Context: an optimization exercise on an open-source flow, tuned for small area. The choices shown serve that exercise and are no tape-out recipe. Function was checked by simulation only, so behaviour that the tests miss may differ from the original. No activity file was given, so power comes from the tool's default toggle rates.

`flow/run.sh`:
```
#!/bin/bash
# Layout flow: the standard ORFS flow (standard.sh) with three changes:
# - synthesis maps the logic with an area-oriented ABC script
#   (flow/abc_area_nf.script) instead of ORFS's delay-oriented one; the
#   registers are mapped before ABC runs, so they are the same as the
#   standard synthesis's;
# - the port buffers are the smallest buffer (buf_1);
# - clock tree synthesis uses clkbuf_8 buffers and no dummy loads.
set -euo pipefail
here=$(pwd)
{
  echo 'proc synth {args} { yosys synth -nofsm -noshare {*}$args }'
  echo "proc abc {args} { set i [lsearch \$args -script]; lset args [expr {\$i+1}] $here/flow/abc_area_nf.script; yosys abc {*}\$args }"
  tail -n +2 synth_recipe.tcl
} > synth_area.tcl
bash standard.sh \
  SYNTH_SCRIPT="$here/synth_area.tcl" \
  BUFFER_PORTS_ARGS="-buffer_cell sky130_fd_sc_hd__buf_1" \
  CTS_ARGS="-sink_clustering_enable -repair_clock_nets -dont_use_dummy_load -buf_list sky130_fd_sc_hd__clkbuf_8 -sink_clustering_size 16 -sink_clustering_max_diameter 60" \
  finish > make_finish.log 2>&1
```
`flow/abc_area_nf.script`:
```
&get -n
&st
&dch
&nf -R 1000
&put
```
`config.mk`:
```
export PLATFORM = sky130hd
export DESIGN_NAME = ow_master
export DESIGN_NICKNAME = ow_master
export VERILOG_FILES = /design/flow/design.v
export SDC_FILE = /design/flow/constraint.sdc
export NUM_CORES = 4
export LEC_CHECK = 0
export CAP_MARGIN = 20
export CORE_MARGIN = 2
export CORE_UTILIZATION = 60
export SLEW_MARGIN = 20
```
`constraint.sdc`:
```
create_clock -name core_clock -period 10.0 [get_ports {clk}]
set_input_delay 2.0000 -clock core_clock [delete_from_list [all_inputs] [get_ports {clk}]]
set_output_delay 2.0000 -clock core_clock [all_outputs]
set_load 0.01 [all_outputs]
```
`standard.sh`:
```
#!/bin/bash
# synth_recipe.tcl (not shown) runs the flow's synth.tcl, then flattens the netlist and writes it again
# the make line also repeats each setting of config.mk as NAME=value (left out here)
make -C /OpenROAD-flow-scripts/flow DESIGN_CONFIG=/design/flow/config.mk WORK_HOME=/design/flow/orfs CLKGATE_MAP_FILE= SYNTH_SCRIPT=/design/flow/synth_recipe.tcl "${@:-finish}"
```
`design.v`:
```
module ow_slot (
    input  wire [2:0] ph,
    input  wire       rs,         
    input  wire       wr,         
    input  wire       wbit,       
    input  wire [8:0] pad,        
    output wire [2:0] ev_kind,
    output reg  [8:0] ev_arg
);
    assign ev_kind = ph[0] ? 3'd4 : {1'b0, ph[2:1] + 2'd1};
    always @(*) begin
        case (ph[2:1])
            2'd0:    ev_arg = rs ? 9'd480 : (wr && !wbit) ? 9'd60 : 9'd6;
            2'd1:    ev_arg = rs ? 9'd5 : wr ? (wbit ? 9'd64 : 9'd10) : 9'd9;
            default: ev_arg = rs ? pad : 9'd55;
        endcase
    end
endmodule
module ow_master (
    input  wire        clk,
    input  wire        rst,
    input  wire        cmd_valid,
    output wire        cmd_ready,
    input  wire [31:0] cmd,
    output reg         done,
    output wire [7:0]  status,
    output reg  [7:0]  result,
    output wire        faulted,
    output wire [7:0]  fault_reason,
    output wire        ev_valid,
    input  wire        ev_ready,
    output wire [2:0]  ev_kind,
    output wire [1:0]  ev_pin,
    output wire [8:0]  ev_arg,
    input  wire        smp_level,
    output reg  [63:0] prev_rom,
    output reg  [6:0]  last_disc,
    output reg         last_dev,
    output reg  [2:0]  dev_count,
    input  wire [1:0]  dl_idx,
    output wire [63:0] dl_rom,
    output wire [1:0]  dl_pin,
    output reg  [63:0] rx_rom
);
    localparam [7:0] OW_INIT = 8'h20, OW_RESET = 8'h21, OW_READ_BIT = 8'h22,
                     OW_WRITE_BIT = 8'h23, OW_READ = 8'h24, OW_WRITE = 8'h25,
                     OW_CRC8 = 8'h28, OW_MATCH_DEVICE = 8'h2A, OW_READ_ROM = 8'h2B,
                     OW_SEARCH_PASS = 8'h2C, OW_SEARCH = 8'h2D,
                     OW_SEARCH_FAMILY = 8'h2E, OW_FREE = 8'h2F;
    localparam [7:0] READ_ROM = 8'h33, MATCH_ROM = 8'h55,
                     SEARCH_ROM = 8'hF0, ALARM_SEARCH = 8'hEC;
    localparam [3:0] ST_OK = 4'h0, ST_BAD_COMMAND = 4'h2, ST_BAD_CRC = 4'h6,
                     ST_PIN_FLAPPING = 4'h7, ST_NO_DEVICE = 4'h8,
                     ST_ROOT_NOT_EMPTY = 4'hA, ST_OUT_OF_MEMORY = 4'hB;
    localparam [3:0] UF_ILLEGAL_OPCODE = 4'h1, UF_RESERVED_FIELD = 4'h2,
                     UF_BAD_PIN = 4'h5, UF_OW_NOT_INIT = 4'h8,
                     UF_BAD_INDEX = 4'hB;
    localparam [2:0] S_IDLE = 3'd0,
                     S_CFG  = 3'd1,    
                     S_RST  = 3'd2,    
                     S_HDR  = 3'd3,    
                     S_BODY = 3'd4,    
                     S_END  = 3'd5,    
                     S_ROT  = 3'd6,    
                     S_CRC  = 3'd7;    
    function [7:0] crc_step;
        input [7:0] c;
        input       b;
        begin
            crc_step = {1'b0, c[7:1]} ^ ((c[0] ^ b) ? 8'h8C : 8'h00);
        end
    endfunction
    reg  [2:0]  st;
    reg  [2:0]  ph;           
    reg  [1:0]  sub;          
    reg  [8:0]  cnt;          
    reg  [3:0]  op;           
    reg  [1:0]  pin;
    reg  [7:0]  ob;           
    reg         alm;          
    reg  [7:0]  crc;
    reg  [6:0]  lz;           
    reg         nz;           
    reg         idb;          
    reg         conf;         
    reg  [55:0] bk;           
    reg  [5:0]  bph;          
    reg  [3:0]  stat;         
    reg  [3:0]  fr;
    reg  [3:0]  pin_mode;     
    reg  [63:0] dl_m  [0:3];
    reg  [1:0]  dlp_m [0:3];
    assign status       = {4'd0, stat};
    assign fault_reason = {4'd0, fr};
    assign faulted      = (fr != 4'd0);
    assign dl_rom       = dl_m[dl_idx];
    assign dl_pin       = dlp_m[dl_idx];
    assign cmd_ready    = (st == S_IDLE) && !faulted;
    wire [7:0] c_op = cmd[31:24];
    wire [7:0] c_a  = cmd[23:16];
    wire [7:0] c_b  = cmd[15:8];
    wire [7:0] c_c  = cmd[7:0];
    reg        c_legal;
    reg        c_reserved;
    reg        c_haspin;
    always @(*) begin
        c_legal    = 1'b1;
        c_reserved = 1'b0;
        c_haspin   = 1'b1;
        case (c_op)
            OW_INIT, OW_RESET, OW_READ_BIT, OW_READ, OW_READ_ROM:
                c_reserved = (cmd[15:0] != 16'd0);
            OW_WRITE_BIT:
                c_reserved = (cmd[15:9] != 7'd0) || (c_c != 8'd0);
            OW_WRITE, OW_SEARCH:
                c_reserved = (c_c != 8'd0);
            OW_CRC8: begin
                c_reserved = (c_c != 8'd0);
                c_haspin   = 1'b0;
            end
            OW_MATCH_DEVICE: begin
                c_reserved = (cmd[15:0] != 16'd0);
                c_haspin   = 1'b0;
            end
            OW_SEARCH_PASS:
                c_reserved = (c_c[7:1] != 7'd0);
            OW_SEARCH_FAMILY:
                c_reserved = 1'b0;
            OW_FREE: begin
                c_reserved = (cmd[23:0] != 24'd0);
                c_haspin   = 1'b0;
            end
            default: begin
                c_legal  = 1'b0;
                c_haspin = 1'b0;
            end
        endcase
    end
    wire c_badpin  = c_haspin && (c_a[7:2] != 6'd0);
    wire c_notinit = c_haspin && (c_op != OW_INIT) && !pin_mode[c_a[1:0]];
    wire c_badidx  = (c_a[7:2] != 6'd0) || ({1'b0, c_a[1:0]} >= dev_count);
    wire c_recinit = pin_mode[dlp_m[c_a[1:0]]];
    wire c_badcmd  = (c_b != SEARCH_ROM) && (c_b != ALARM_SEARCH);
    wire in_search = (op == OW_SEARCH_PASS[3:0]) || (op == OW_SEARCH[3:0]) ||
                     (op == OW_SEARCH_FAMILY[3:0]);
    wire in_list   = (op == OW_SEARCH[3:0]) || (op == OW_SEARCH_FAMILY[3:0]);
    wire is_match  = (op == OW_MATCH_DEVICE[3:0]);
    wire b_srch    = (st == S_BODY) && in_search;
    wire b_match   = (st == S_BODY) && is_match;
    wire [6:0] cnt_inc = cnt[6:0] + 7'd1;
    wire dconf = (cnt_inc < last_disc) ? prev_rom[0] : (cnt_inc == last_disc);
    wire dir   = conf ? dconf : idb;
    wire mbit  = dl_m[sub][0];
    reg hbit;
    always @(*) begin
        case (op)
            OW_READ_ROM[3:0]:     hbit = !cnt[1];
            OW_MATCH_DEVICE[3:0]: hbit = !cnt[0];
            OW_SEARCH_PASS[3:0], OW_SEARCH[3:0], OW_SEARCH_FAMILY[3:0]:
                hbit = alm ? (cnt[2] ? (cnt[1:0] != 2'd0) : cnt[1]) : cnt[2];
            default:              hbit = ob[0];
        endcase
    end
    wire rs    = (st == S_RST);
    wire wr    = (st == S_HDR) || b_match || (b_srch && sub[1]);
    wire wbit  = (st == S_HDR) ? hbit : is_match ? mbit : dir;
    assign ev_valid = (st == S_CFG) || (st == S_RST) || (st == S_HDR) ||
                      ((st == S_BODY) && !(in_search && sub == 2'd3));
    assign ev_pin   = pin;
    ow_slot u_slot (
        .ph      (ph),
        .rs      (rs),
        .wr      (wr),
        .wbit    (wbit),
        .pad     (cnt),
        .ev_kind (ev_kind),
        .ev_arg  (ev_arg)
    );
    wire fire     = ev_valid && ev_ready;
    wire slot_end = fire && ((ph == 3'd5) || (ph == 3'd3 && wr));
    wire ph_ok    = (cnt[5:3] == 3'd7) || (bph == cnt[5:0]);
    wire sh_pass  = b_srch && (sub == 2'd3) && ph_ok;
    wire end_fail = (st == S_END) && in_search && (!nz || (crc != 8'd0));
    wire rot      = (st == S_ROT);
    wire rot_sh   = rot && ph_ok && (cnt[6] || (cnt[5:3] != 3'd7));
    wire ring_en  = sh_pass || rot_sh;
    wire rcrc     = cnt[6] && (cnt[5:3] == 3'd7);
    wire ring_in  = !rot ? dir : rcrc ? crc[0] : bk[0];
    wire bk_wr    = ring_en && !cnt[6] && (cnt[5:3] != 3'd7);
    wire       crc_bit  = (st == S_CRC) ? ob[0] :
                          (op == OW_READ_ROM[3:0]) ? smp_level : ring_in;
    wire [7:0] crc_next = crc_step(crc, crc_bit);
    wire       keep   = (op == OW_SEARCH[3:0]) || (prev_rom[7:0] == ob);
    wire [2:0] kept_n = dev_count + {2'd0, keep};
    integer k;
    always @(posedge clk) begin
        bk <= {bk_wr ? prev_rom[0] : bk[0], bk[55:1]};
        for (k = 0; k < 4; k = k + 1) begin
            if ((sh_pass && in_list && dev_count[1:0] == k) ||
                (slot_end && b_match && sub == k))
                dl_m[k] <= {in_list ? dir : dl_m[k][0], dl_m[k][63:1]};
        end
        if (st == S_END && in_list && !end_fail && !stat[2] && keep)
            dlp_m[dev_count[1:0]] <= pin;
    end
    always @(posedge clk) begin
        if (rst) begin
            st        <= S_IDLE;
            done      <= 1'b0;
            stat      <= ST_OK;
            result    <= 8'd0;
            fr        <= 4'd0;
            pin_mode  <= 4'd0;
            prev_rom  <= 64'd0;
            last_disc <= 7'd0;
            last_dev  <= 1'b0;
            dev_count <= 3'd0;
            rx_rom    <= 64'd0;
            bph       <= 6'd0;
        end else begin
            bph <= (bph == 6'd55) ? 6'd0 : bph + 6'd1;
            done <= 1'b0;
            if (ring_en)
                prev_rom <= {ring_in, prev_rom[63:1]};
            if (fire) begin
                case (ph)
                    3'd3: ph <= wr ? 3'd0 : 3'd4;
                    3'd4: ph <= (rs && smp_level && cnt != 9'd245) ? 3'd3 : 3'd5;
                    3'd5: ph <= 3'd0;
                    default: ph <= ph + 3'd1;
                endcase
            end
            if (fire && ph == 3'd4) begin
                if (rs)
                    cnt <= cnt - 9'd5;
                if (b_srch && sub[0])
                    conf <= (idb == smp_level);
                else
                    idb <= smp_level;
                case (op)
                    OW_RESET[3:0], OW_READ_BIT[3:0]:
                        result <= {7'd0, smp_level ^ !op[1]};
                    OW_READ[3:0]:     result <= {smp_level, result[7:1]};
                    OW_READ_ROM[3:0]: begin
                        rx_rom <= {smp_level, rx_rom[63:1]};
                        crc    <= crc_next;
                    end
                    default: ;
                endcase
            end
            case (st)
            S_IDLE: begin
                if (cmd_valid && !faulted) begin
                    op  <= c_op[3:0];
                    pin <= c_a[1:0];
                    ob  <= c_b;
                    sub <= c_a[1:0];
                    cnt <= 9'd480;
                    ph  <= 3'd0;
                    if (!c_legal) begin
                        fr      <= UF_ILLEGAL_OPCODE;
                    end else if (c_reserved) begin
                        fr      <= UF_RESERVED_FIELD;
                    end else if (c_badpin) begin
                        fr      <= UF_BAD_PIN;
                    end else if (c_notinit) begin
                        fr      <= UF_OW_NOT_INIT;
                    end else begin
                        case (c_op)
                            OW_INIT: begin
                                ph <= 3'd6;
                                st <= S_CFG;
                            end
                            OW_RESET: st <= S_RST;
                            OW_READ_BIT, OW_READ: st <= S_BODY;
                            OW_WRITE_BIT, OW_WRITE: st <= S_HDR;
                            OW_CRC8: begin
                                crc <= c_a;
                                st  <= S_CRC;
                            end
                            OW_MATCH_DEVICE: begin
                                if (c_badidx) begin
                                    fr      <= UF_BAD_INDEX;
                                            end else if (!c_recinit) begin
                                    fr      <= UF_OW_NOT_INIT;
                                            end else begin
                                    pin <= dlp_m[c_a[1:0]];
                                    st  <= S_HDR;
                                end
                            end
                            OW_READ_ROM: st <= S_HDR;
                            OW_SEARCH_PASS, OW_SEARCH, OW_SEARCH_FAMILY: begin
                                if (c_badcmd) begin
                                    stat <= ST_BAD_COMMAND;
                                    done <= 1'b1;
                                end else if (c_op != OW_SEARCH_PASS && dev_count != 3'd0) begin
                                    stat <= ST_ROOT_NOT_EMPTY;
                                    done <= 1'b1;
                                end else begin
                                    if (c_op != OW_SEARCH_PASS || c_c[0]) begin
                                        prev_rom  <= 64'd0;
                                        last_disc <= 7'd0;
                                        last_dev  <= 1'b0;
                                    end
                                    ob   <= c_c;
                                    alm  <= (c_b == ALARM_SEARCH);
                                    stat <= 4'd0;
                                    st   <= S_RST;
                                end
                            end
                            OW_FREE: begin
                                dev_count <= 3'd0;
                                stat      <= ST_OK;
                                done      <= 1'b1;
                            end
                            default: ;
                        endcase
                    end
                end
            end
            S_CFG: begin
                if (fire) begin
                    pin_mode[pin] <= 1'b1;
                    stat          <= ST_OK;
                    done          <= 1'b1;
                    st            <= S_IDLE;
                end
            end
            S_RST: begin
                if (slot_end) begin
                    cnt <= 9'd0;
                    if (op == OW_RESET[3:0]) begin
                        stat <= ST_OK;
                        done <= 1'b1;
                        st   <= S_IDLE;
                    end else if (idb) begin
                        if (in_list)
                            dev_count <= 3'd0;
                        stat <= ST_NO_DEVICE;
                        done <= 1'b1;
                        st   <= S_IDLE;
                    end else begin
                        st <= S_HDR;
                    end
                end
            end
            S_HDR: begin
                if (slot_end) begin
                    ob  <= {ob[0], ob[7:1]};
                    cnt <= cnt + 9'd1;
                    if (op == OW_WRITE_BIT[3:0] || cnt[2:0] == 3'd7) begin
                        if (op == OW_WRITE_BIT[3:0] || op == OW_WRITE[3:0]) begin
                            stat <= ST_OK;
                            done <= 1'b1;
                            st   <= S_IDLE;
                        end else begin
                            cnt <= 9'd0;
                            if (in_search)
                                sub <= 2'd0;
                            crc <= 8'd0;
                            nz  <= 1'b0;
                            lz  <= 7'd0;
                            st  <= S_BODY;
                        end
                    end
                end
            end
            S_BODY: begin
                if (sh_pass) begin
                    crc <= crc_next;
                    if (dir)
                        nz <= 1'b1;
                    if (conf && !dir)
                        lz <= cnt_inc;
                    cnt <= {2'd0, cnt_inc};
                    sub <= 2'd0;
                    if (cnt[5:0] == 6'd63)
                        st <= S_END;
                end
                if (slot_end) begin
                    if (in_search) begin
                        case (sub)
                            2'd0: sub <= 2'd1;
                            2'd1: begin
                                if (conf && idb) begin
                                    if (in_list)
                                        dev_count <= 3'd0;
                                    stat <= ST_NO_DEVICE;
                                    st   <= S_ROT;
                                end else begin
                                    sub <= 2'd2;
                                end
                            end
                            default: sub <= 2'd3;
                        endcase
                    end else begin
                        cnt <= cnt + 9'd1;
                        if (op == OW_READ_BIT[3:0] ||
                            (op == OW_READ[3:0] && cnt[2:0] == 3'd7) ||
                            (is_match && cnt[5:0] == 6'd63)) begin
                            stat <= ST_OK;
                            done <= 1'b1;
                            st   <= S_IDLE;
                        end
                        if (op == OW_READ_ROM[3:0] && cnt[5:0] == 6'd63)
                            st <= S_END;
                    end
                end
            end
            S_END: begin
                if (!in_search) begin
                    stat <= (crc != 8'd0) ? ST_BAD_CRC : ST_OK;
                    done <= 1'b1;
                    st   <= S_IDLE;
                end else if (end_fail) begin
                    if (in_list)
                        dev_count <= 3'd0;
                    stat <= !nz ? ST_PIN_FLAPPING : ST_BAD_CRC;
                    crc  <= 8'd0;
                    st   <= S_ROT;
                end else begin
                    last_disc <= lz;
                    last_dev  <= (lz == 7'd0);
                    if (!in_list) begin
                        stat <= ST_OK;
                        done <= 1'b1;
                        st   <= S_IDLE;
                    end else if (stat[2]) begin
                        dev_count <= 3'd0;
                        stat      <= ST_OUT_OF_MEMORY;
                        done      <= 1'b1;
                        st        <= S_IDLE;
                    end else begin
                        stat      <= stat + 4'd1;
                        dev_count <= kept_n;
                        if (lz != 7'd0) begin
                            cnt <= 9'd480;
                            st  <= S_RST;
                        end else begin
                            done <= 1'b1;
                            st   <= S_IDLE;
                            if (kept_n == 3'd0) begin
                                stat <= ST_NO_DEVICE;
                            end else begin
                                stat   <= ST_OK;
                                result <= {5'd0, kept_n};
                            end
                        end
                    end
                end
            end
            S_ROT: begin
                if (!cnt[6]) begin
                    crc <= 8'd0;
                    if (cnt[5:3] == 3'd7 || (ph_ok && cnt[5:0] == 6'd55))
                        cnt <= 9'd64;
                    else if (ph_ok)
                        cnt <= cnt + 9'd1;
                end else if (ph_ok) begin
                    crc <= crc_next;
                    cnt <= cnt + 9'd1;
                    if (cnt[5:0] == 6'd63) begin
                        done <= 1'b1;
                        st   <= S_IDLE;
                    end
                end
            end
            S_CRC: begin
                crc <= crc_next;
                ob  <= {ob[0], ob[7:1]};
                cnt <= cnt + 9'd1;
                if (cnt[2:0] == 3'd7) begin
                    result <= crc_next;
                    stat   <= ST_OK;
                    done   <= 1'b1;
                    st     <= S_IDLE;
                end
            end
            default: st <= S_IDLE;
            endcase
        end
    end
endmodule
```
==> results of run 1 <==
worst min-delay path by stage:
stage              to  slack [ps]
2_1_floorplan   bk[0]         310
3_3_place_gp   bk[28]         310
3_5_place_dp   bk[16]         310
4_1_cts        bk[30]         330
5_1_grt        bk[34]         340
6_report       bk[30]         330
sequential cells by signal, indices dropped and copies added (netlist names), 2 cells and up:
signal,flops
stat,4
st,3
pin_mode,4
crc,8
last_disc,7
ob,8
dl_m,256
sub,2
rx_rom,64
dev_count,3
lz,7
result,8
ph,3
bk,56
fr,4
op,4
pin,2
bph,6
cnt,9
prev_rom,64
dlp_m,8
cell type report:
type                    count  area [µm²]
repair buffers            301        1220
inverters                  31         116
flip-flops and latches    536       13800
clock buffers              42         578
well taps                 455         569
fillers                  2675       11000
multi-input cells        1262        7310
layer usage:
layer  track usage [%]  vias to the layer above
met5                 0                        -
met4              9.64                        0
met3              5.08                      108
met2              44.7                      798
met1              42.5                     7698
li1                  -                     7472
worst max-delay path, delay by kind of cell, from the launching register on:
family | cells | cell delay, ps
flops | 1 | 580
simple gates | 3 | 770
xor+xnor | 1 | 280
fa+ha+maj | 2 | 580
compound gates | 9 | 1710
buf+inv | 1 | 130
cells by family after synthesis:
logic type,after synthesis,share of synthesized area [%]
muxes,78,3.93
DFF,536,65.3
and+or+nand+nor,742,14.9
adders and majority gates,25,1.48
buffers and inverters,40,0.868
xor gates and xnor gates,36,1.49
other,1,0.0177
AOI/OAI and AO/OA,373,12.0
power groups by stage:
stage	Clock (mW)	Sequential, mW	Combinational [mW]
finish	1.01	2.35	0.229
global route	1.12	2.35	0.251
CTS	1.04	2.35	0.227
detailed placement	0	2.40	0.226
global placement	0	2.39	0.222
floorplan	0	2.39	0.141
cell usage in the layout (no fill, tap or decap), drive strengths merged, types with 5 or more instances in the layout:
cell type    n
o31ai        5
a211oi      23
o21ai      121
xor2        16
conb         8
nor4        15
edfxtp     311
a21oi       57
dfxtp      225
o22ai        6
clkinv      30
nor3        37
nand3b       6
nand2      254
a222oi      65
a31oi       13
nor2       322
a22o         8
nand4        8
mux2i       73
buf        300
xnor2       20
o211ai       9
a22oi       16
nor2b       13
a21o        10
and3        14
a221oi       9
clkbuf      43
and2        13
ha          25
nand3       30
or3          5
nand2b      12
o21a         5
==> results.sh, run 1 <==
export IMPL_status="finished clean"
export IMPL_synthCells=1831
export IMPL_skew_ps=73.6
export IMPL_ios=286
export IMPL_synth_top_area_cell="edfxtp_1"
export IMPL_cts_repair_resized=0
export IMPL_cts_tree="built"
export IMPL_port_buffers=277
export IMPL_syn_avg_cell_area_um2=11.6
export IMPL_synth_common_cells="nor2_1 (322), edfxtp_1 (311), nand2_1 (254)"
export IMPL_final_area_mm2=0.0236
export IMPL_crit_chain="ha_1, nand3_1, nor2_1, xor2_1, ha_1, a21oi_1, o221ai_1, a21boi_0, o21ai_0, o21ai_0, o21ai_0, o21a_1, nor2b_1, o21ai_0, a31o_1, buf_1"
export IMPL_path_class="reg -> out"
export IMPL_start_util_pct=61.2
export IMPL_finalSetupTns_ps=0
export IMPL_cp_arrival_ps=4580
export IMPL_cts_hold_buf=0
export IMPL_cts_buffers=42
export IMPL_clk_pin_slew_ps=90
export IMPL_clk_insertion_delay_late_ps=600
export IMPL_required_ps=8000
export IMPL_syn_to_final_growth_pct=11.6
export IMPL_crit_fanout=10
export IMPL_p_seq_share_pct=65.4
export IMPL_die_h_um=192
export IMPL_startpoint_type="flop"
export IMPL_critical_path_endpoint="ev_arg[3]"
export IMPL_yosys_register_bits=536
export IMPL_grt_antenna_before_repair=0
export IMPL_hpwl_um=36400
export IMPL_pre_cts_slack_ps=3860
export IMPL_fin_nets=2238
export IMPL_cts_sinks=536
export IMPL_worstReg2RegEnd="dl_m[0][18]"
export IMPL_met3WireLength_um=4800
export IMPL_worstMarginPinSlew_ps=1070
export IMPL_antenna_cells=0
export IMPL_vias=16076
export IMPL_synth_flop_cell="edfxtp_1"
export IMPL_wl_per_cell_um=20.7
export IMPL_drcViolationCount=0
export IMPL_crit_slowest_cell="edfxtp_1"
export IMPL_max_freq_mhz=152
export IMPL_async_flop_share_pct=0
export IMPL_cts_root_buf="clkbuf_8"
export IMPL_drive_gt1_share_pct=3.96
export IMPL_coreArea_mm2=0.0346
export IMPL_vias_per_cell=6.12
export IMPL_p_switching_mw=0.814
export IMPL_grt_overflow=0
export IMPL_yosysUniqueCellTypes=56
export IMPL_netlist_area_mm2=0.0212
export IMPL_finalNonFillerCells=2627
export IMPL_ys_top_cells_by_area="edfxtp_1 (44%), dfxtp_1 (21%), nor2_1 (5.7%)"
export IMPL_rsz0062_at_grt="false"
export IMPL_dr_pass1_iters=10
export IMPL_p_int_mw=2.78
export IMPL_peakVddDrop_mv=0.114
export IMPL_drv_cap=0
export IMPL_critical_path_max_stage_delay_ps=580
export IMPL_max_slew_margin_pct=28.9
export IMPL_finalSetupViolations=0
export IMPL_r2r_slack_ps=4620
export IMPL_holdPathStages=0
export IMPL_yosysMostFrequentCell="nor2_1"
export IMPL_routed_wl_um=54300
export IMPL_m1WireLength_um=23200
export IMPL_layout_setup_ws_ps=3420
export IMPL_power_mw=3.59
export IMPL_hold_viol_final=0
export IMPL_synth_edf_count=311
export IMPL_htreeDepth=2
export IMPL_p_comb_share_pct=6.4
export IMPL_grt_pass1_vias=15073
export IMPL_rr_worst_depth=11
export IMPL_dp_cells=2584
export IMPL_min_period_ps=6580
export IMPL_grt_pass1_wl_um=84300
export IMPL_hold_path_class="reg -> reg"
export IMPL_fin_util_pct=68.3
export IMPL_holdCritStartpoint="bk[31]"
export IMPL_row_count=68
export IMPL_place_gp_congestion=0.947
export IMPL_sw_frac_of_total_pct=22.7
export IMPL_postCtsSetupBuffers=0
export IMPL_synth_top_area_share_pct=44.1
export IMPL_wl_met2_um=24700
export IMPL_crit_start="cnt[0]"
export IMPL_dpl_instance_area_mm2=0.0230
export IMPL_top_layer="met4"
export IMPL_end_kind="output pin"
export IMPL_p_leak_nw=7.94
export IMPL_grt_use_total_pct=29.2
export IMPL_power_density_mw_per_mm2=152
export IMPL_fin_crit_sh_pct=65.8
export IMPL_slew_violations=0
export IMPL_grt_max_degree=73
export IMPL_synth_seq_area_share_pct=65.3
export IMPL_dieArea_mm2=0.0368
export IMPL_r2r_start="st[0]"
export IMPL_drtAntennaViolNets=0
export IMPL_ys_warn_count=3
export IMPL_cts_buffer_depth=3
export IMPL_clock_power_share_pct=28.3
export IMPL_whs_ps=333
export IMPL_drtIter0Drc=1734
export IMPL_critPathMostFrequentCell="o21ai_0"
export IMPL_die_w_um=192
==> run 2, diff against run 1 <==
--- a/config.mk
+++ b/config.mk
@@ -7,5 +7,5 @@
 export LEC_CHECK = 0
 export CAP_MARGIN = 20
 export CORE_MARGIN = 2
-export CORE_UTILIZATION = 60
+export CORE_UTILIZATION = 40
 export SLEW_MARGIN = 20
==> run 2 against run 1 <==
  * Still clean on timing, DRC and antenna
  * Cell area increased by 1.3%
  * Global-route usage decreased by 7.9 points
  * Via count decreased by 0.59%
  * Utilization decreased by 23 points
  * Clock-buffer cell count increased by 2
  * Power increased by 1.9%
  * Non-clock buffer count decreased by 3
  * Flip-flop and latch count unchanged
  * Synthesized area unchanged
  * Final cell count increased by 8.8%
  * Highest routed layer unchanged
==> results.sh, run 2 <==
export IMPL_ys_top_cells_by_area="edfxtp_1 (44%), dfxtp_1 (21%), nor2_1 (5.7%)"
export IMPL_crit_chain="ha_1, nand3_1, nor2_1, xor2_1, ha_1, a21oi_1, o221ai_1, a21boi_0, o21ai_0, o21ai_0, o21ai_0, o21a_1, nor2_1, nand2_1, o21ai_0, a31o_1, buf_1"
export IMPL_row_count=84
export IMPL_rsz0062_at_grt="false"
export IMPL_slew_violations=0
export IMPL_skew_ps=120
export IMPL_die_w_um=234
export IMPL_async_flop_share_pct=0
export IMPL_grt_pass1_vias=15146
export IMPL_finalSetupViolations=0
export IMPL_status="finished clean"
export IMPL_grt_antenna_before_repair=0
export IMPL_finalNonFillerCells=2859
export IMPL_yosys_register_bits=536
export IMPL_fin_nets=2237
export IMPL_layout_commonest_cell="nor2_1"
export IMPL_drtIter0Drc=1479
export IMPL_drcViolationCount=0
export IMPL_final_area_mm2=0.0239
export IMPL_grt_pass1_wl_um=90200
export IMPL_startpoint_type="flop"
export IMPL_multi_input_area_mm2=0.00731
export IMPL_hold_viol_final=0
export IMPL_critPathMostFrequentCell="o21ai_0"
export IMPL_vias_per_cell=5.59
export IMPL_r2r_slack_ps=4970
export IMPL_min_period_ps=6460
export IMPL_antenna_cells=0
export IMPL_path_delay_family="compound AO/OA/AOI/OAI gates"
export IMPL_syn_to_final_growth_pct=13.0
export IMPL_routed_wl_um=59700
export IMPL_grt_max_degree=90
export IMPL_worstMarginPinSlew_ps=1120
export IMPL_grt_overflow=0
export IMPL_seqCellArea_mm2=0.0138
export IMPL_yosysUniqueCellTypes=56
export IMPL_layout_common_cells="nor2_1 (320), edfxtp_1 (311), buf_1 (276)"
export IMPL_fin_util_pct=45.6
export IMPL_dieArea_mm2=0.0548
export IMPL_dp_cells=2815
export IMPL_cts_repair_resized=0
export IMPL_cp_arrival_ps=4460
export IMPL_cts_sinks=536
export IMPL_path_buf_inv=1
export IMPL_syn_avg_cell_area_um2=11.6
export IMPL_vias=15981
export IMPL_p_leak_nw=7.95
export IMPL_critical_path_max_stage_delay_ps=540
export IMPL_drtAntennaViolNets=0
export IMPL_layout_setup_ws_ps=3540
export IMPL_wl_per_cell_um=20.9
export IMPL_required_ps=8000
export IMPL_netlist_area_mm2=0.0212
export IMPL_dpl_instance_area_mm2=0.0233
export IMPL_cts_hold_buf=0
export IMPL_cts_buffers=44
export IMPL_hold_path_class="reg -> reg"
export IMPL_finalSetupTns_ps=0
export IMPL_die_h_um=234
export IMPL_largest_reg_flops=256
export IMPL_start_util_pct=40.4
export IMPL_synth_flop_cell="edfxtp_1"
export IMPL_clk_pin_slew_ps=100
export IMPL_dr_pass1_iters=7
export IMPL_drive_gt1_share_pct=3.92
export IMPL_regMostFlops="dl_m"
export IMPL_cts_root_buf="clkbuf_8"
export IMPL_max_slew_margin_pct=25.3
export IMPL_synth_top_area_cell="edfxtp_1"
export IMPL_pre_cts_slack_ps=3970
export IMPL_postCtsSetupBuffers=0
export IMPL_path_class="reg -> out"
export IMPL_top_regs="dl_m: 256 flops, prev_rom: 64 flops, rx_rom: 64 flops"
export IMPL_synth_seq_area_share_pct=65.3
export IMPL_yosysMostFrequentCell="nor2_1"
export IMPL_crit_slowest_cell="edfxtp_1"
export IMPL_ys_warn_count=3
export IMPL_crit_fanout=10
export IMPL_fin_crit_sh_pct=64.6
export IMPL_coreArea_mm2=0.0524
export IMPL_cts_tree="built"
export IMPL_htreeDepth=2
export IMPL_end_kind="output pin"
export IMPL_n_fill_cell=4909
export IMPL_clk_insertion_delay_late_ps=680
export IMPL_port_buffers=277
export IMPL_grt_use_total_pct=21.2
export IMPL_max_freq_mhz=155
export IMPL_hpwl_um=40000
export IMPL_synth_common_cells="nor2_1 (322), edfxtp_1 (311), nand2_1 (254)"
export IMPL_cts_buffer_depth=3
export IMPL_ios=286
export IMPL_place_gp_congestion=0.932
export IMPL_synth_top_area_share_pct=44.1
export IMPL_power_density_mw_per_mm2=153
export IMPL_synth_edf_count=311
export IMPL_synthCells=1831
export IMPL_peakVddDrop_mv=0.0886
export IMPL_drv_cap=0
[run 2: cell counts after synthesis]
No cell type changed its count.
[run 2: through the flow]
step	total power, mW	hold slack, ps
2_1_floorplan	2.53	310
3_3_place_gp	2.63	313
3_5_place_dp	2.63	312
4_1_cts	3.70	309
5_1_grt	3.80	323
6_report	3.66	308
[run 2: area by class of cell]
cell class | instances | share of cell area [%]
multi-input combinational | 1262 | 30.5
tap | 688 | 3.60
timing repair buffer | 298 | 5.01
sequential | 536 | 57.8
clock buffer | 44 | 2.53
inverter | 31 | 0.491
[run 2: path summary, 6_finish.rpt]
check,start,endpoint,cells after the start
min,bk[47],bk[46],0
max reg2reg,st[0],cnt[8],14
max,cnt[0],ev_arg[3],17
min reg2reg,bk[47],bk[46],0
[run 2: kinds of logic after synthesis]
kind of cell / count (synthesis) / share of synthesized area (%)
compound gates: 373 / 12.0
mux: 78 / 3.93
fa+ha+maj: 25 / 1.48
simple gates: 742 / 14.9
flops: 536 / 65.3
xor+xnor: 36 / 1.49
other cells: 1 / 0.0177
buf+inv: 40 / 0.868
[run 2: per-layer routing]
metal	global-route usage [%]	share of wire, %	vias to the layer above
met1	29.6	44	7831
met2	33.7	46	592
met5	0	0	-
li1	-	-	7467
met3	3.62	6.7	91
met4	6.80	2.7	0
[run 2: worst reg2reg max path: stages, from the launching register on]
cell	delay, ps
dfxtp_1	500
nor2_1	420
nand2_1	410
clkinv_1	440
o21ai_0	160
o21ai_0	330
nand2_1	410
nor2_1	600
nand2_1	220
a211o_1	340
nor3_1	270
nor3b_1	270
xor2_1	130
o32ai_1	140
nand4_1	120
[run 2: power breakdown]
part | switching, mW | internal, mW | total (mW)
Clock | 0.682 | 0.394 | 1.08
Sequential | 0.0222 | 2.32 | 2.35
Combinational | 0.160 | 0.0738 | 0.234
Total | 0.864 | 2.79 | 3.66
==> run 3, diff against run 2 <==
--- a/flow/run.sh
+++ b/flow/run.sh
@@ -16,5 +16,5 @@
 bash standard.sh \
   SYNTH_SCRIPT="$here/synth_area.tcl" \
   BUFFER_PORTS_ARGS="-buffer_cell sky130_fd_sc_hd__buf_1" \
-  CTS_ARGS="-sink_clustering_enable -repair_clock_nets -dont_use_dummy_load -buf_list sky130_fd_sc_hd__clkbuf_8 -sink_clustering_size 16 -sink_clustering_max_diameter 60" \
+  CTS_ARGS="-sink_clustering_enable -repair_clock_nets -dont_use_dummy_load -buf_list \"sky130_fd_sc_hd__clkbuf_4 sky130_fd_sc_hd__clkbuf_8\" -sink_clustering_size 16 -sink_clustering_max_diameter 60" \
   finish > make_finish.log 2>&1
==> run 3 against run 2 <==
  * The run now fails in clock tree synthesis
  * Synthesized cell count stayed put
  * Synthesized area stayed put
==> results.sh, run 3 <==
export IMPL_status="aborted with a tool error"
export IMPL_lastStage="clock tree synthesis"
export IMPL_tool_error="[ERROR STA-0564] clock_tree_synthesis positional arguments not supported."
export IMPL_hpwl_um=40000
export IMPL_place_gp_congestion=0.932
export IMPL_syn_avg_cell_area_um2=11.6
export IMPL_synth_top_area_share_pct=44.1
export IMPL_synth_flop_cell="edfxtp_1"
export IMPL_die_h_um=234
export IMPL_dpl_instance_area_mm2=0.0233
export IMPL_start_util_pct=40.4
export IMPL_synth_edf_count=311
export IMPL_synth_top_area_cell="edfxtp_1"
export IMPL_pre_cts_slack_ps=3970
export IMPL_synth_seq_area_share_pct=65.3
export IMPL_port_buffers=277
export IMPL_synthCells=1831
export IMPL_yosysMostFrequentCell="nor2_1"
export IMPL_ys_warn_count=3
export IMPL_die_w_um=234
export IMPL_ys_top_cells_by_area="edfxtp_1 (44%), dfxtp_1 (21%), nor2_1 (5.7%)"
export IMPL_synth_common_cells="nor2_1 (322), edfxtp_1 (311), nand2_1 (254)"
export IMPL_ios=286
export IMPL_yosys_register_bits=536
export IMPL_async_flop_share_pct=0
export IMPL_yosysUniqueCellTypes=56
export IMPL_netlist_area_mm2=0.0212
export IMPL_row_count=84
-- run 3: cell counts after synthesis --
Identical to the previous run, type by type.
-- run 3: power groups by stage --
stage          Sequential (mW)  Clock, mW  Combinational, mW
2_1_floorplan             2.39          0              0.141
3_3_place_gp              2.40          0              0.232
3_5_place_dp              2.40          0              0.232
-- run 3: through the flow --
step	total power [mW]	instances	util, %
global placement	2.63	2815	44.5
detailed placement	2.63	2815	44.5
floorplan	2.53	1838	-
-- run 3: worst min-delay path by stage --
stage / from / to / slack, ps
2_1_floorplan: bk[1] / bk[0] / 310
3_3_place_gp: bk[15] / bk[14] / 310
3_5_place_dp: bk[17] / bk[16] / 310
-- run 3: kinds of logic after synthesis --
kind of cell             after synthesis  synth area share (%)
AO/OA/AOI/OAI                        373                  12.0
XOR/XNOR                              36                  1.49
adder cells (fa/ha/maj)               25                  1.48
buffers and inverters                 40                 0.868
flip-flops                           536                  65.3
multiplexers                          78                  3.93
other                                  1                0.0177
AND/OR/NAND/NOR                      742                  14.9
==> run 4, diff against run 3 <==
--- a/flow/run.sh
+++ b/flow/run.sh
@@ -16,5 +16,5 @@
 bash standard.sh \
   SYNTH_SCRIPT="$here/synth_area.tcl" \
   BUFFER_PORTS_ARGS="-buffer_cell sky130_fd_sc_hd__buf_1" \
-  CTS_ARGS="-sink_clustering_enable -repair_clock_nets -dont_use_dummy_load -buf_list \"sky130_fd_sc_hd__clkbuf_4 sky130_fd_sc_hd__clkbuf_8\" -sink_clustering_size 16 -sink_clustering_max_diameter 60" \
+  CTS_ARGS="-sink_clustering_enable -repair_clock_nets -dont_use_dummy_load -buf_list sky130_fd_sc_hd__clkbuf_4 -sink_clustering_size 10 -sink_clustering_max_diameter 40" \
   finish > make_finish.log 2>&1
==> run 4 against run 3 <==
  * Now clean on timing, DRC and antenna
  * Synthesized area unchanged
  * Synthesized cell count unchanged
==> results.sh, run 4 <==
export IMPL_top_regs="dl_m: 256 flops, prev_rom: 64 flops, rx_rom: 64 flops"
export IMPL_cts_buffers=86
export IMPL_ys_top_cells_by_area="edfxtp_1 (44%), dfxtp_1 (21%), nor2_1 (5.7%)"
export IMPL_wl_met2_um=27900
export IMPL_worstMarginPinSlew_ps=1110
export IMPL_postCtsSetupBuffers=0
export IMPL_grt_max_degree=90
export IMPL_drtAntennaViolNets=0
export IMPL_critPathMostFrequentCell="o21ai_0"
export IMPL_m1WireLength_um=26200
export IMPL_wl_per_cell_um=20.7
export IMPL_peakVddDrop_mv=0.0744
export IMPL_met3WireLength_um=4530
export IMPL_ys_warn_count=3
export IMPL_p_leak_nw=8.03
export IMPL_whs_ps=288
export IMPL_power_density_mw_per_mm2=153
export IMPL_muxShareOfSynthArea_pct=3.93
export IMPL_max_freq_mhz=149
export IMPL_drv_cap=0
export IMPL_largest_reg_flops=256
export IMPL_start_util_pct=40.4
export IMPL_finalSetupTns_ps=0
export IMPL_port_buffers=277
export IMPL_top_layer="met4"
export IMPL_crit_chain="ha_1, nand3_1, nor2_1, xor2_1, ha_1, a21oi_1, o221ai_1, a21boi_0, o21ai_0, o21ai_0, o21ai_0, o21a_1, nor2_1, nand2_1, o21ai_0, a31o_1, buf_1"
export IMPL_required_ps=8000
export IMPL_crit_fanout=10
export IMPL_synth_top_family_by_area="simple AND/OR/NAND/NOR gates"
export IMPL_status="finished clean"
export IMPL_synth_seq_area_share_pct=65.3
export IMPL_cp_arrival_ps=4700
export IMPL_final_area_mm2=0.0240
export IMPL_end_kind="output pin"
export IMPL_cts_sinks=536
export IMPL_cts_hold_buf=0
export IMPL_syn_avg_cell_area_um2=11.6
export IMPL_cts_repair_resized=0
export IMPL_place_gp_congestion=0.932
export IMPL_regMostFlops="dl_m"
export IMPL_htreeDepth=3
export IMPL_path_buf_inv=1
export IMPL_grt_pass1_vias=15525
export IMPL_synth_common_cells="nor2_1 (322), edfxtp_1 (311), nand2_1 (254)"
export IMPL_synthCells=1831
export IMPL_multi_input_area_mm2=0.00731
export IMPL_finalSetupViolations=0
export IMPL_fin_nets=2279
export IMPL_hpwl_um=40000
export IMPL_drive_gt1_share_pct=5.74
export IMPL_ios=286
export IMPL_die_h_um=234
export IMPL_min_period_ps=6700
export IMPL_cts_root_buf="clkbuf_4"
export IMPL_layout_commonest_cell="nor2_1"
export IMPL_path_class="reg -> out"
export IMPL_clk_insertion_delay_late_ps=850
export IMPL_synthSimpleGateAreaFrac_pct=14.9
export IMPL_netlist_area_mm2=0.0212
export IMPL_dieArea_mm2=0.0548
export IMPL_synthXorXnorAreaFrac_pct=1.49
export IMPL_fin_crit_sh_pct=67.0
export IMPL_yosysUniqueCellTypes=56
export IMPL_seqCellArea_mm2=0.0138
export IMPL_dpl_instance_area_mm2=0.0233
export IMPL_synth_top_area_cell="edfxtp_1"
export IMPL_die_w_um=234
export IMPL_drtIter0Drc=1292
export IMPL_synth_flop_cell="edfxtp_1"
export IMPL_max_slew_margin_pct=25.7
export IMPL_routed_wl_um=60100
export IMPL_slew_violations=0
export IMPL_critical_path_max_stage_delay_ps=570
export IMPL_crit_slowest_cell="edfxtp_1"
export IMPL_grt_antenna_before_repair=2
export IMPL_synth_top_area_share_pct=44.1
export IMPL_n_fill_cell=4934
export IMPL_hold_viol_final=0
export IMPL_yosys_register_bits=536
export IMPL_drcViolationCount=0
export IMPL_startpoint_type="flop"
export IMPL_syn_to_final_growth_pct=13.2
export IMPL_cts_buffer_depth=3
export IMPL_vias=16198
export IMPL_path_delay_family="compound AO/OA/AOI/OAI gates"
export IMPL_synth_edf_count=311
export IMPL_synth_fa_ha_area_share_pct=1.48
export IMPL_clk_pin_slew_ps=100
export IMPL_rsz0062_at_grt="false"
export IMPL_grt_pass1_wl_um=91200
export IMPL_cts_tree="built"
export IMPL_grt_overflow=0
export IMPL_layout_common_cells="nor2_1 (320), edfxtp_1 (311), buf_1 (276)"
export IMPL_grt_use_total_pct=21.5
export IMPL_vias_per_cell=5.58
export IMPL_hold_path_class="reg -> reg"
export IMPL_async_flop_share_pct=0
export IMPL_yosysMostFrequentCell="nor2_1"
export IMPL_row_count=84
export IMPL_dr_pass1_iters=6
export IMPL_skew_ps=136
export IMPL_coreArea_mm2=0.0524
export IMPL_synth_compound_area_share_pct=12.0
export IMPL_fin_util_pct=45.7
[run 4: routing by layer]
metal | GRT usage [%] | up-vias
li1 | - | 7583
met5 | 0 | -
met3 | 4.67 | 99
met1 | 29.4 | 7873
met4 | 6.65 | 0
met2 | 34.1 | 643
[run 4: layout make-up]
| class | instances | share of cell area, % |
|---|---|---|
| antenna | 2 | 0.0209 |
| tap | 688 | 3.59 |
| multi-input combinational | 1262 | 30.5 |
| sequential | 536 | 57.7 |
| clock buffer | 86 | 2.69 |
| timing repair buffer | 298 | 5.00 |
| inverter | 31 | 0.490 |
[run 4: worst paths after layout]
| check | start | cells after the start | endpoint | slack, ps |
|---|---|---|---|---|
| min reg2reg | bk[7] | 0 | bk[6] | 290 |
| max reg2reg | st[0] | 14 | cnt[8] | 4750 |
| max | cnt[0] | 17 | ev_arg[3] | 3300 |
| min | bk[7] | 0 | bk[6] | 290 |
[run 4: cell families after synthesis]
group,count (synthesis)
and+or+nand+nor,742
AOI/OAI and AO/OA,373
adders and majority gates,25
buffers and inverters,40
DFF,536
muxes,78
other,1
xor gates and xnor gates,36
[run 4: stage by stage]
step | worst slack [ps] | total power, mW | cells
after floorplan | 1770 | 2.53 | 1838
after global placement | 4140 | 2.63 | 2815
after CTS | 3290 | 3.73 | 2901
after detailed placement | 3970 | 2.63 | 2815
final | 3300 | 3.68 | 2903
after global routing | 2900 | 3.84 | 2903
[run 4: power by group]
part / leakage [nW] / internal (mW) / switching, mW / total, mW
combinational: 3.24 / 0.0739 / 0.160 / 0.234
clock: 0.396 / 0.393 / 0.702 / 1.10
sequential: 4.39 / 2.32 / 0.0224 / 2.35
total: 8.03 / 2.79 / 0.885 / 3.68
==> run 5, diff against run 4 <==
--- a/flow/run.sh
+++ b/flow/run.sh
@@ -16,5 +16,5 @@
 bash standard.sh \
   SYNTH_SCRIPT="$here/synth_area.tcl" \
   BUFFER_PORTS_ARGS="-buffer_cell sky130_fd_sc_hd__buf_1" \
-  CTS_ARGS="-sink_clustering_enable -repair_clock_nets -dont_use_dummy_load -buf_list sky130_fd_sc_hd__clkbuf_4 -sink_clustering_size 10 -sink_clustering_max_diameter 40" \
+  CTS_ARGS="-sink_clustering_enable -repair_clock_nets -dont_use_dummy_load -buf_list {sky130_fd_sc_hd__clkbuf_4 sky130_fd_sc_hd__clkbuf_8} -sink_clustering_size 16 -sink_clustering_max_diameter 60" \
   finish > make_finish.log 2>&1
==> run 5 against run 4 <==
  * Setup slack improved by 240 ps
  * Critical path type unchanged
  * Via count fell by 1.3%
  * Still clean
  * Largest cell class unchanged
  * Clock power barely moved
  * Combinational power barely moved
  * Register-to-register slack improved by 220 ps
==> results.sh, run 5 <==
export IMPL_cp_arrival_ps=4460
export IMPL_fin_nets=2237
export IMPL_path_buf_inv=1
export IMPL_power_mw=3.66
export IMPL_die_w_um=234
export IMPL_port_buffers=277
export IMPL_clk_pin_slew_ps=100
export IMPL_top_regs="dl_m: 256 flops, prev_rom: 64 flops, rx_rom: 64 flops"
export IMPL_clk_insertion_delay_late_ps=680
export IMPL_die_h_um=234
export IMPL_hold_viol_final=0
export IMPL_required_ps=8000
export IMPL_cts_repair_resized=0
export IMPL_n_fill_cell=4909
export IMPL_crit_slowest_cell="edfxtp_1"
export IMPL_whs_ps=308
export IMPL_holdPathStages=0
export IMPL_netlist_area_mm2=0.0212
export IMPL_drv_cap=0
export IMPL_peakVddDrop_mv=0.0886
export IMPL_antenna_cells=0
export IMPL_skew_ps=120
export IMPL_start_util_pct=40.4
export IMPL_routed_wl_um=59700
export IMPL_row_count=84
export IMPL_grt_max_degree=90
export IMPL_worstMarginPinSlew_ps=1120
export IMPL_r2r_slack_ps=4970
export IMPL_yosys_register_bits=536
export IMPL_grt_use_total_pct=21.2
export IMPL_yosysMostFrequentCell="nor2_1"
export IMPL_p_leak_nw=7.95
export IMPL_synth_flop_cell="edfxtp_1"
export IMPL_finalSetupTns_ps=0
export IMPL_dr_pass1_iters=7
export IMPL_cts_tree="built"
export IMPL_critical_path_max_stage_delay_ps=540
export IMPL_holdCritStartpoint="bk[47]"
export IMPL_drive_gt1_share_pct=3.92
export IMPL_postCtsSetupBuffers=0
export IMPL_grt_antenna_before_repair=0
export IMPL_crit_chain="ha_1, nand3_1, nor2_1, xor2_1, ha_1, a21oi_1, o221ai_1, a21boi_0, o21ai_0, o21ai_0, o21ai_0, o21a_1, nor2_1, nand2_1, o21ai_0, a31o_1, buf_1"
export IMPL_coreArea_mm2=0.0524
export IMPL_cts_buffer_depth=3
export IMPL_place_gp_congestion=0.932
export IMPL_critPathMostFrequentCell="o21ai_0"
export IMPL_power_density_mw_per_mm2=153
export IMPL_rr_worst_depth=14
export IMPL_syn_avg_cell_area_um2=11.6
export IMPL_worstReg2RegEnd="cnt[8]"
export IMPL_synth_common_cells="nor2_1 (322), edfxtp_1 (311), nand2_1 (254)"
export IMPL_cts_hold_buf=0
export IMPL_synth_top_area_share_pct=44.1
export IMPL_min_period_ps=6460
export IMPL_status="finished clean"
export IMPL_grt_pass1_wl_um=90200
export IMPL_fin_crit_sh_pct=64.6
export IMPL_vias_per_cell=5.59
export IMPL_wl_per_cell_um=20.9
export IMPL_hold_path_class="reg -> reg"
export IMPL_cts_sinks=536
export IMPL_async_flop_share_pct=0
export IMPL_hpwl_um=40000
export IMPL_grt_overflow=0
export IMPL_drcViolationCount=0
export IMPL_grt_pass1_vias=15146
export IMPL_slew_violations=0
export IMPL_largest_reg_flops=256
export IMPL_ys_top_cells_by_area="edfxtp_1 (44%), dfxtp_1 (21%), nor2_1 (5.7%)"
export IMPL_synthCells=1831
export IMPL_cts_buffers=44
export IMPL_layout_commonest_cell="nor2_1"
export IMPL_rsz0062_at_grt="false"
export IMPL_ys_warn_count=3
export IMPL_yosysUniqueCellTypes=56
export IMPL_drtIter0Drc=1479
export IMPL_htreeDepth=2
export IMPL_synth_seq_area_share_pct=65.3
export IMPL_synth_edf_count=311
export IMPL_crit_fanout=10
export IMPL_ios=286
export IMPL_dieArea_mm2=0.0548
export IMPL_startpoint_type="flop"
export IMPL_synth_top_area_cell="edfxtp_1"
export IMPL_path_class="reg -> out"
export IMPL_drtAntennaViolNets=0
export IMPL_r2r_start="st[0]"
export IMPL_end_kind="output pin"
export IMPL_cts_root_buf="clkbuf_8"
export IMPL_syn_to_final_growth_pct=13.0
export IMPL_regMostFlops="dl_m"
export IMPL_finalSetupViolations=0
export IMPL_max_freq_mhz=155
export IMPL_layout_common_cells="nor2_1 (320), edfxtp_1 (311), buf_1 (276)"
export IMPL_vias=15981
export IMPL_path_delay_family="compound AO/OA/AOI/OAI gates"
export IMPL_max_slew_margin_pct=25.3
export IMPL_worstHoldEndpoint="bk[46]"
run 5: cell counts after synthesis:
Identical to the previous run, type by type.
run 5: power breakdown:
group / internal (mW) / switching (mW) / leakage (nW)
sequential: 2.32 / 0.0222 / 4.39
clock: 0.394 / 0.682 / 0.316
combinational: 0.0738 / 0.160 / 3.24
total: 2.79 / 0.864 / 7.95
run 5: kinds of logic after synthesis:
group                    Yosys count  share of synthesized area, %
AO/OA/AOI/OAI                    373                          12.0
buffers and inverters             40                         0.868
other                              1                        0.0177
XOR/XNOR                          36                          1.49
adder cells (fa/ha/maj)           25                          1.48
AND/OR/NAND/NOR                  742                          14.9
multiplexers                      78                          3.93
flip-flops                       536                          65.3
run 5: layer usage:
metal | track usage [%] | wire [µm] | vias to the layer above
met1 | 29.6 | 26400 | 7831
met4 | 6.80 | 1590 | 0
met3 | 3.62 | 3990 | 91
met2 | 33.7 | 27700 | 592
met5 | 0 | 0 | -
li1 | - | - | 7467
run 5: how the worst max path moves through the flow:
stage / start / depth (start not counted) / end
after floorplan: ev_ready / 4 / dl_m[2][0]
after global placement: cmd[28] / 13 / prev_rom[0]
after detailed placement: cmd[28] / 12 / prev_rom[48]
after CTS: cnt[0] / 17 / ev_arg[3]
after global routing: cnt[0] / 17 / ev_arg[3]
final: cnt[0] / 17 / ev_arg[3]
run 5: through the flow:
step	setup WS [ps]	utilization, %	cells	area [µm²]
global placement	4140	44.5	2815	23300
floorplan	1770	-	1838	21200
detailed placement	3970	44.5	2815	23300
global route	3150	45.6	2859	23900
finish	3540	45.6	2859	23900
CTS	3530	45.6	2859	23900
run 5: cell type report:
cell class              instances  area (µm²)  share of cell area (%)
repair buffers                298        1200                    5.01
multi-input cells            1262        7310                    30.5
flip-flops and latches        536       13800                    57.8
well taps                     688         861                    3.60
clock buffers                  44         606                    2.53
inverters                      31         118                   0.491
==> run 6, diff against run 5 <==
--- a/flow/run.sh
+++ b/flow/run.sh
@@ -16,5 +16,5 @@
 bash standard.sh \
   SYNTH_SCRIPT="$here/synth_area.tcl" \
   BUFFER_PORTS_ARGS="-buffer_cell sky130_fd_sc_hd__buf_1" \
-  CTS_ARGS="-sink_clustering_enable -repair_clock_nets -dont_use_dummy_load -buf_list {sky130_fd_sc_hd__clkbuf_4 sky130_fd_sc_hd__clkbuf_8} -sink_clustering_size 16 -sink_clustering_max_diameter 60" \
+  CTS_ARGS="-sink_clustering_enable -repair_clock_nets -dont_use_dummy_load -buf_list sky130_fd_sc_hd__clkbuf_8 -sink_clustering_size 22 -sink_clustering_max_diameter 45" \
   finish > make_finish.log 2>&1
==> run 6 against run 5 <==
  * Still clean
  * Clock skew shrank 26 ps
  * Sequential power about the same
  * Combinational power about the same
  * Final cell count is 0.84% higher
  * Sequential share of layout area is 0.76 points lower
  * Global-route usage is 0.25 points higher
  * First-iteration DRC count down 1.7%
  * Via count up 1.2%
  * Routed wire length up 0.55%
  * Die area unchanged
  * Largest power group unchanged
==> results.sh, run 6 <==
export IMPL_top_regs="dl_m: 256 flops, prev_rom: 64 flops, rx_rom: 64 flops"
export IMPL_synthSimpleGateAreaFrac_pct=14.9
export IMPL_cts_buffer_depth=3
export IMPL_hold_viol_final=0
export IMPL_postCtsSetupBuffers=0
export IMPL_hold_path_class="reg -> reg"
export IMPL_routed_wl_um=60100
export IMPL_grt_max_degree=90
export IMPL_layout_setup_ws_ps=3470
export IMPL_finalSetupTns_ps=0
export IMPL_coreArea_mm2=0.0524
export IMPL_start_util_pct=40.4
export IMPL_vias_per_cell=5.61
export IMPL_synthCells=1831
export IMPL_end_kind="output pin"
export IMPL_htreeDepth=3
export IMPL_synth_fa_ha_area_share_pct=1.48
export IMPL_cts_tree="built"
export IMPL_die_w_um=234
export IMPL_place_gp_congestion=0.932
export IMPL_dieArea_mm2=0.0548
export IMPL_ys_top_cells_by_area="edfxtp_1 (44%), dfxtp_1 (21%), nor2_1 (5.7%)"
export IMPL_synth_top_family_by_area="simple AND/OR/NAND/NOR gates"
export IMPL_yosysMostFrequentCell="nor2_1"
export IMPL_async_flop_share_pct=0
export IMPL_startpoint_type="flop"
export IMPL_grt_overflow=0
export IMPL_max_freq_mhz=153
export IMPL_synth_top_area_share_pct=44.1
export IMPL_peakVddDrop_mv=0.0790
export IMPL_drcViolationCount=0
export IMPL_drive_gt1_share_pct=4.92
export IMPL_synthXorXnorAreaFrac_pct=1.49
export IMPL_r2r_start="st[0]"
export IMPL_worstMarginPinSlew_ps=1130
export IMPL_ios=286
export IMPL_r2r_slack_ps=4890
export IMPL_drtIter0Drc=1454
export IMPL_grt_pass1_wl_um=90900
export IMPL_clk_insertion_delay_late_ps=680
export IMPL_worstReg2RegEnd="cnt[8]"
export IMPL_cts_buffers=67
export IMPL_cp_arrival_ps=4530
export IMPL_skew_ps=93.3
export IMPL_crit_start="cnt[0]"
export IMPL_dp_cells=2815
export IMPL_grt_use_total_pct=21.5
export IMPL_min_period_ps=6530
export IMPL_synth_flop_cell="edfxtp_1"
export IMPL_fin_crit_sh_pct=65.3
export IMPL_row_count=84
export IMPL_die_h_um=234
export IMPL_hpwl_um=40000
export IMPL_synth_edf_count=311
export IMPL_layout_commonest_cell="nor2_1"
export IMPL_cts_hold_buf=0
export IMPL_required_ps=8000
export IMPL_status="finished clean"
export IMPL_syn_avg_cell_area_um2=11.6
export IMPL_vias=16174
export IMPL_regMostFlops="dl_m"
export IMPL_rr_worst_depth=14
export IMPL_drtAntennaViolNets=0
export IMPL_clk_pin_slew_ps=80
export IMPL_pre_cts_slack_ps=3970
export IMPL_synth_compound_area_share_pct=12.0
export IMPL_yosysUniqueCellTypes=56
export IMPL_synth_common_cells="nor2_1 (322), edfxtp_1 (311), nand2_1 (254)"
export IMPL_dr_pass1_iters=7
export IMPL_syn_to_final_growth_pct=14.5
export IMPL_drv_cap=0
export IMPL_wl_per_cell_um=20.8
export IMPL_synth_seq_area_share_pct=65.3
export IMPL_grt_pass1_vias=15359
export IMPL_ys_warn_count=3
export IMPL_fin_nets=2260
export IMPL_cts_sinks=536
export IMPL_grt_antenna_before_repair=1
export IMPL_cts_root_buf="clkbuf_8"
export IMPL_layout_common_cells="nor2_1 (320), edfxtp_1 (311), buf_1 (276)"
export IMPL_largest_reg_flops=256
export IMPL_netlist_area_mm2=0.0212
export IMPL_crit_fanout=10
export IMPL_yosys_register_bits=536
export IMPL_n_fill_cell=4884
export IMPL_p_leak_nw=8.11
export IMPL_rsz0062_at_grt="false"
export IMPL_muxShareOfSynthArea_pct=3.93
export IMPL_critical_path_endpoint="ev_arg[3]"
export IMPL_synth_top_area_cell="edfxtp_1"
export IMPL_slew_violations=0
export IMPL_finalNonFillerCells=2883
export IMPL_cts_repair_resized=0
export IMPL_path_class="reg -> out"
export IMPL_max_slew_margin_pct=24.8
export IMPL_finalSetupViolations=0
export IMPL_power_density_mw_per_mm2=161
export IMPL_port_buffers=277
-- run 6: cell counts after synthesis --
No cell type changed its count.
-- run 6: where the power goes --
group,total (mW),switching (mW),internal (mW)
Clock,1.31,0.721,0.593
Sequential,2.35,0.0226,2.33
Combinational,0.234,0.160,0.0739
-- run 6: worst min-delay path by stage --
| stage | start | endpoint | slack (ps) | depth (start not counted) |
|---|---|---|---|---|
| 4_1_cts | bk[48] | bk[47] | 280 | 0 |
| 5_1_grt | bk[7] | bk[6] | 290 | 0 |
| 2_1_floorplan | bk[1] | bk[0] | 310 | 0 |
| 6_report | bk[48] | bk[47] | 270 | 0 |
| 3_3_place_gp | bk[15] | bk[14] | 310 | 0 |
| 3_5_place_dp | bk[17] | bk[16] | 310 | 0 |
-- run 6: per-layer routing --
layer  vias to the layer above  GRT usage [%]  wire, µm
li1                       7515              -         -
met5                         -              0         0
met2                       638           34.2     28100
met3                        81           4.44      4290
met1                      7940           29.6     26400
met4                         0           6.39      1230
-- run 6: cell type report --
class	instances	area [µm²]	share of cell area, %
diodes	1	2.50	0.0103
clock buffers	67	922	3.80
inverters	31	118	0.485
multi-input cells	1262	7310	30.1
flip-flops and latches	536	13800	57.1
well taps	688	861	3.55
repair buffers	298	1200	4.94
-- run 6: worst max-delay path, cell delays in order, from the launching register on --
cell and delay, ps:
edfxtp_1 540, ha_1 250, nand3_1 160, nor2_1 390, xor2_1 300, ha_1 320
a21oi_1 130, o221ai_1 140, a21boi_0 150, o21ai_0 210, o21ai_0 220, o21ai_0 250
o21a_1 210, nor2_1 90, nand2_1 140, o21ai_0 90, a31o_1 190, buf_1 130
-- run 6: logic make-up after synthesis --
kind of cell               after synthesis
muxes                                   78
adders and majority gates               25
other                                    1
buffers and inverters                   40
and+or+nand+nor                        742
xor gates and xnor gates                36
AOI/OAI and AO/OA                      373
DFF                                    536
-- run 6: per-stage QoR --
step / utilization, % / total power [mW] / hold WS (ps) / instance area [µm²]
final: 46.2 / 3.90 / 273 / 24300
after global routing: 46.2 / 4.06 / 289 / 24300
after CTS: 46.2 / 3.95 / 284 / 24200
after detailed placement: 44.5 / 2.63 / 312 / 23300
after global placement: 44.5 / 2.63 / 313 / 23300
after floorplan: - / 2.53 / 310 / 21200
==> run 7, diff against run 6 <==
--- a/design.v
+++ b/design.v
@@ -89,12 +89,12 @@
     reg  [3:0]  fr;
     reg  [3:0]  pin_mode;     
     reg  [63:0] dl_m  [0:3];
-    reg  [1:0]  dlp_m [0:3];
+    reg  [1:0]  dl_pin_r;
     assign status       = {4'd0, stat};
     assign fault_reason = {4'd0, fr};
     assign faulted      = (fr != 4'd0);
     assign dl_rom       = dl_m[dl_idx];
-    assign dl_pin       = dlp_m[dl_idx];
+    assign dl_pin       = dl_pin_r;
     assign cmd_ready    = (st == S_IDLE) && !faulted;
     wire [7:0] c_op = cmd[31:24];
     wire [7:0] c_a  = cmd[23:16];
@@ -139,7 +139,7 @@
     wire c_badpin  = c_haspin && (c_a[7:2] != 6'd0);
     wire c_notinit = c_haspin && (c_op != OW_INIT) && !pin_mode[c_a[1:0]];
     wire c_badidx  = (c_a[7:2] != 6'd0) || ({1'b0, c_a[1:0]} >= dev_count);
-    wire c_recinit = pin_mode[dlp_m[c_a[1:0]]];
+    wire c_recinit = pin_mode[dl_pin_r];
     wire c_badcmd  = (c_b != SEARCH_ROM) && (c_b != ALARM_SEARCH);
     wire in_search = (op == OW_SEARCH_PASS[3:0]) || (op == OW_SEARCH[3:0]) ||
                      (op == OW_SEARCH_FAMILY[3:0]);
@@ -201,7 +201,7 @@
                 dl_m[k] <= {in_list ? dir : dl_m[k][0], dl_m[k][63:1]};
         end
         if (st == S_END && in_list && !end_fail && !stat[2] && keep)
-            dlp_m[dev_count[1:0]] <= pin;
+            dl_pin_r <= pin;
     end
     always @(posedge clk) begin
         if (rst) begin
@@ -284,7 +284,7 @@
                                             end else if (!c_recinit) begin
                                     fr      <= UF_OW_NOT_INIT;
                                             end else begin
-                                    pin <= dlp_m[c_a[1:0]];
+                                    pin <= dl_pin_r;
                                     st  <= S_HDR;
                                 end
                             end
--- a/flow/run.sh
+++ b/flow/run.sh
@@ -16,5 +16,5 @@
 bash standard.sh \
   SYNTH_SCRIPT="$here/synth_area.tcl" \
   BUFFER_PORTS_ARGS="-buffer_cell sky130_fd_sc_hd__buf_1" \
-  CTS_ARGS="-sink_clustering_enable -repair_clock_nets -dont_use_dummy_load -buf_list sky130_fd_sc_hd__clkbuf_8 -sink_clustering_size 22 -sink_clustering_max_diameter 45" \
+  CTS_ARGS="-sink_clustering_enable -repair_clock_nets -dont_use_dummy_load -buf_list sky130_fd_sc_hd__clkbuf_8 -sink_clustering_size 18 -sink_clustering_max_diameter 100" \
   finish > make_finish.log 2>&1
==> run 7 against run 6 <==
  * Synthesized area is 1.1% lower
  * Synthesized cell count decreased by 0.49%
  * Critical path type unchanged
  * Worst hold slack gained 37 ps
  * Clock power down 26%
  * Clock-buffer cell count is 32 lower
  * Largest cell class unchanged
  * Non-clock buffer count is 4 higher
==> results.sh, run 7 <==
export IMPL_status="finished clean"
export IMPL_rr_worst_depth=20
export IMPL_grtUsageMet2_pct=35.3
export IMPL_dp_cells=2802
export IMPL_drtIter0Drc=1704
export IMPL_antenna_cells=0
export IMPL_power_density_mw_per_mm2=150
export IMPL_top_regs="dl_m: 256 flops, prev_rom: 64 flops, rx_rom: 64 flops"
export IMPL_max_slew_margin_pct=31.1
export IMPL_grt_overflow=0
export IMPL_synth_top_area_share_pct=43.7
export IMPL_holdPathStages=0
export IMPL_cts_buffer_depth=3
export IMPL_required_ps=8000
export IMPL_row_count=83
export IMPL_dr_pass1_iters=6
export IMPL_layout_common_cells="nor2_1 (307), edfxtp_1 (305), buf_1 (276)"
export IMPL_grt_pass1_vias=15427
export IMPL_end_kind="output pin"
export IMPL_die_h_um=233
export IMPL_grt_pass1_wl_um=91500
export IMPL_ys_top_cells_by_area="edfxtp_1 (44%), dfxtp_1 (21%), nor2_1 (5.5%)"
export IMPL_vias=16060
export IMPL_htreeDepth=2
export IMPL_synth_edf_count=305
export IMPL_port_buffers=277
export IMPL_netlist_area_mm2=0.0210
export IMPL_grt_max_degree=70
export IMPL_vias_per_cell=5.66
export IMPL_holdCritStartpoint="bk[47]"
export IMPL_cts_tree="built"
export IMPL_critical_path_max_stage_delay_ps=590
export IMPL_drive_gt1_share_pct=3.52
export IMPL_n_fill_cell=4915
export IMPL_coreArea_mm2=0.0515
export IMPL_ys_warn_count=3
export IMPL_dieArea_mm2=0.0542
export IMPL_startpoint_type="flop"
export IMPL_min_period_ps=7030
export IMPL_finalSetupViolations=0
export IMPL_hold_path_class="reg -> reg"
export IMPL_postCtsSetupBuffers=0
export IMPL_crit_chain="ha_1, nand3_1, nor2_1, xnor2_1, clkinv_1, ha_1, a21oi_1, o221ai_1, a21boi_0, o21ai_0, o21a_1, mux2i_1, o21ai_0, nand2b_1, a32oi_1, nand2_1, buf_1"
export IMPL_r2r_slack_ps=4600
export IMPL_crit_fanout=9
export IMPL_cts_hold_buf=0
export IMPL_ios=286
export IMPL_cts_sinks=530
export IMPL_grt_busiest_layer="met2"
[run 7: worst max-delay path by stage]
stage,startpoint,to,depth (start not counted)
after floorplan,ev_ready,dl_m[2][0],4
after global placement,cnt[1],ev_arg[3],17
after detailed placement,cnt[0],ev_arg[3],17
after CTS,cnt[0],ev_arg[3],17
after global routing,cnt[0],ev_arg[3],17
final,cnt[0],ev_arg[3],17
[run 7: logic make-up (layout without fill, tap and decap cells)]
family          count (synthesis)  after routing  share of synthesized area, %
xor+xnor                       33             33                          1.38
simple gates                  719            719                          14.6
mux                            81             81                          3.99
fa+ha+maj                      24             24                          1.43
flops                         530            530                          65.2
other cells                     1              8                        0.0179
buf+inv                        43            371                         0.932
compound gates                391            391                          12.5
[run 7: stage by stage]
| stage | hold WS (ps) | util, % | area (µm²) | worst slack [ps] | total power, mW |
|---|---|---|---|---|---|
| 3_5_place_dp | 312 | 44.8 | 23100 | 3690 | 2.60 |
| 6_report | 310 | 45.8 | 23600 | 2970 | 3.53 |
| 5_1_grt | 324 | 45.8 | 23600 | 2520 | 3.68 |
| 3_3_place_gp | 311 | 44.8 | 23100 | 3930 | 2.60 |
| 2_1_floorplan | 310 | - | 21000 | 1480 | 2.50 |
| 4_1_cts | 308 | 45.8 | 23600 | 2960 | 3.58 |
[run 7: worst register-to-register path, cell delays in order, from the launching register on]
cell,delay [ps]
edfxtp_1,570
ha_1,270
nand3_1,130
nor2_1,590
xnor2_1,260
clkinv_1,130
ha_1,320
a21oi_1,170
o221ai_1,140
a21boi_0,140
o21ai_0,230
o21a_1,230
nor2_1,80
a21oi_1,420
mux2i_1,190
a21oi_1,220
xnor2_1,300
xor2_1,380
clkinv_1,110
a22oi_1,210
nand2_1,70
[run 7: per-layer routing]
layer,routed length (µm),up-vias,share of wire (%)
met2,28400,640,48
met1,25200,7873,42
li1,-,7444,-
met3,3940,103,6.6
met4,2020,0,3.4
met5,0,-,0
[run 7: layout make-up]
cell class                      count  area, µm²  share of cell area, %
Clock buffer                       35        482                   2.04
Tap cell                          680        851                   3.61
Timing Repair Buffer              302       1230                   5.21
Multi-Input combinational cell   1256       7230                   30.7
Sequential cell                   530      13700                   57.9
Inverter                           34        128                  0.541
[run 7: power by group]
group	internal, mW	total, mW	switching [mW]
clock network	0.318	0.975	0.656
logic	0.0739	0.235	0.161
registers	2.30	2.32	0.0222
total	2.69	3.53	0.840

-- re-timing with driven ports --
Ports are ideal in the flow. The routed layouts listed here were re-timed in OpenROAD. Step 1: set_driving_cell puts a clkbuf_16 on clk and a buf_2 on each other input, an assumption about the parent block. Step 2 times the ports against the registers' clock, not the clock port: input delays grow and output delays shrink by t, the midpoint of the rising clock arrivals with the driver on. Three values: ideal ports, drivers, drivers and shift; two values: the first two.
run | t, ns | slack for setup (ns)
run 1 | 0.616 | 3.416 / 3.362 / 3.804
run 2 | 0.678 | 3.540 / 3.479 / 3.889
run 4 | 0.838 | 3.303 / 3.247 / 3.844
run 5 | 0.678 | 3.540 / 3.479 / 3.889
run 6 | 0.695 | 3.470 / 3.405 / 3.814
run 7 | 0.652 | 2.972 / 2.920 / 3.572
After both steps setup and hold are still met in every run listed.
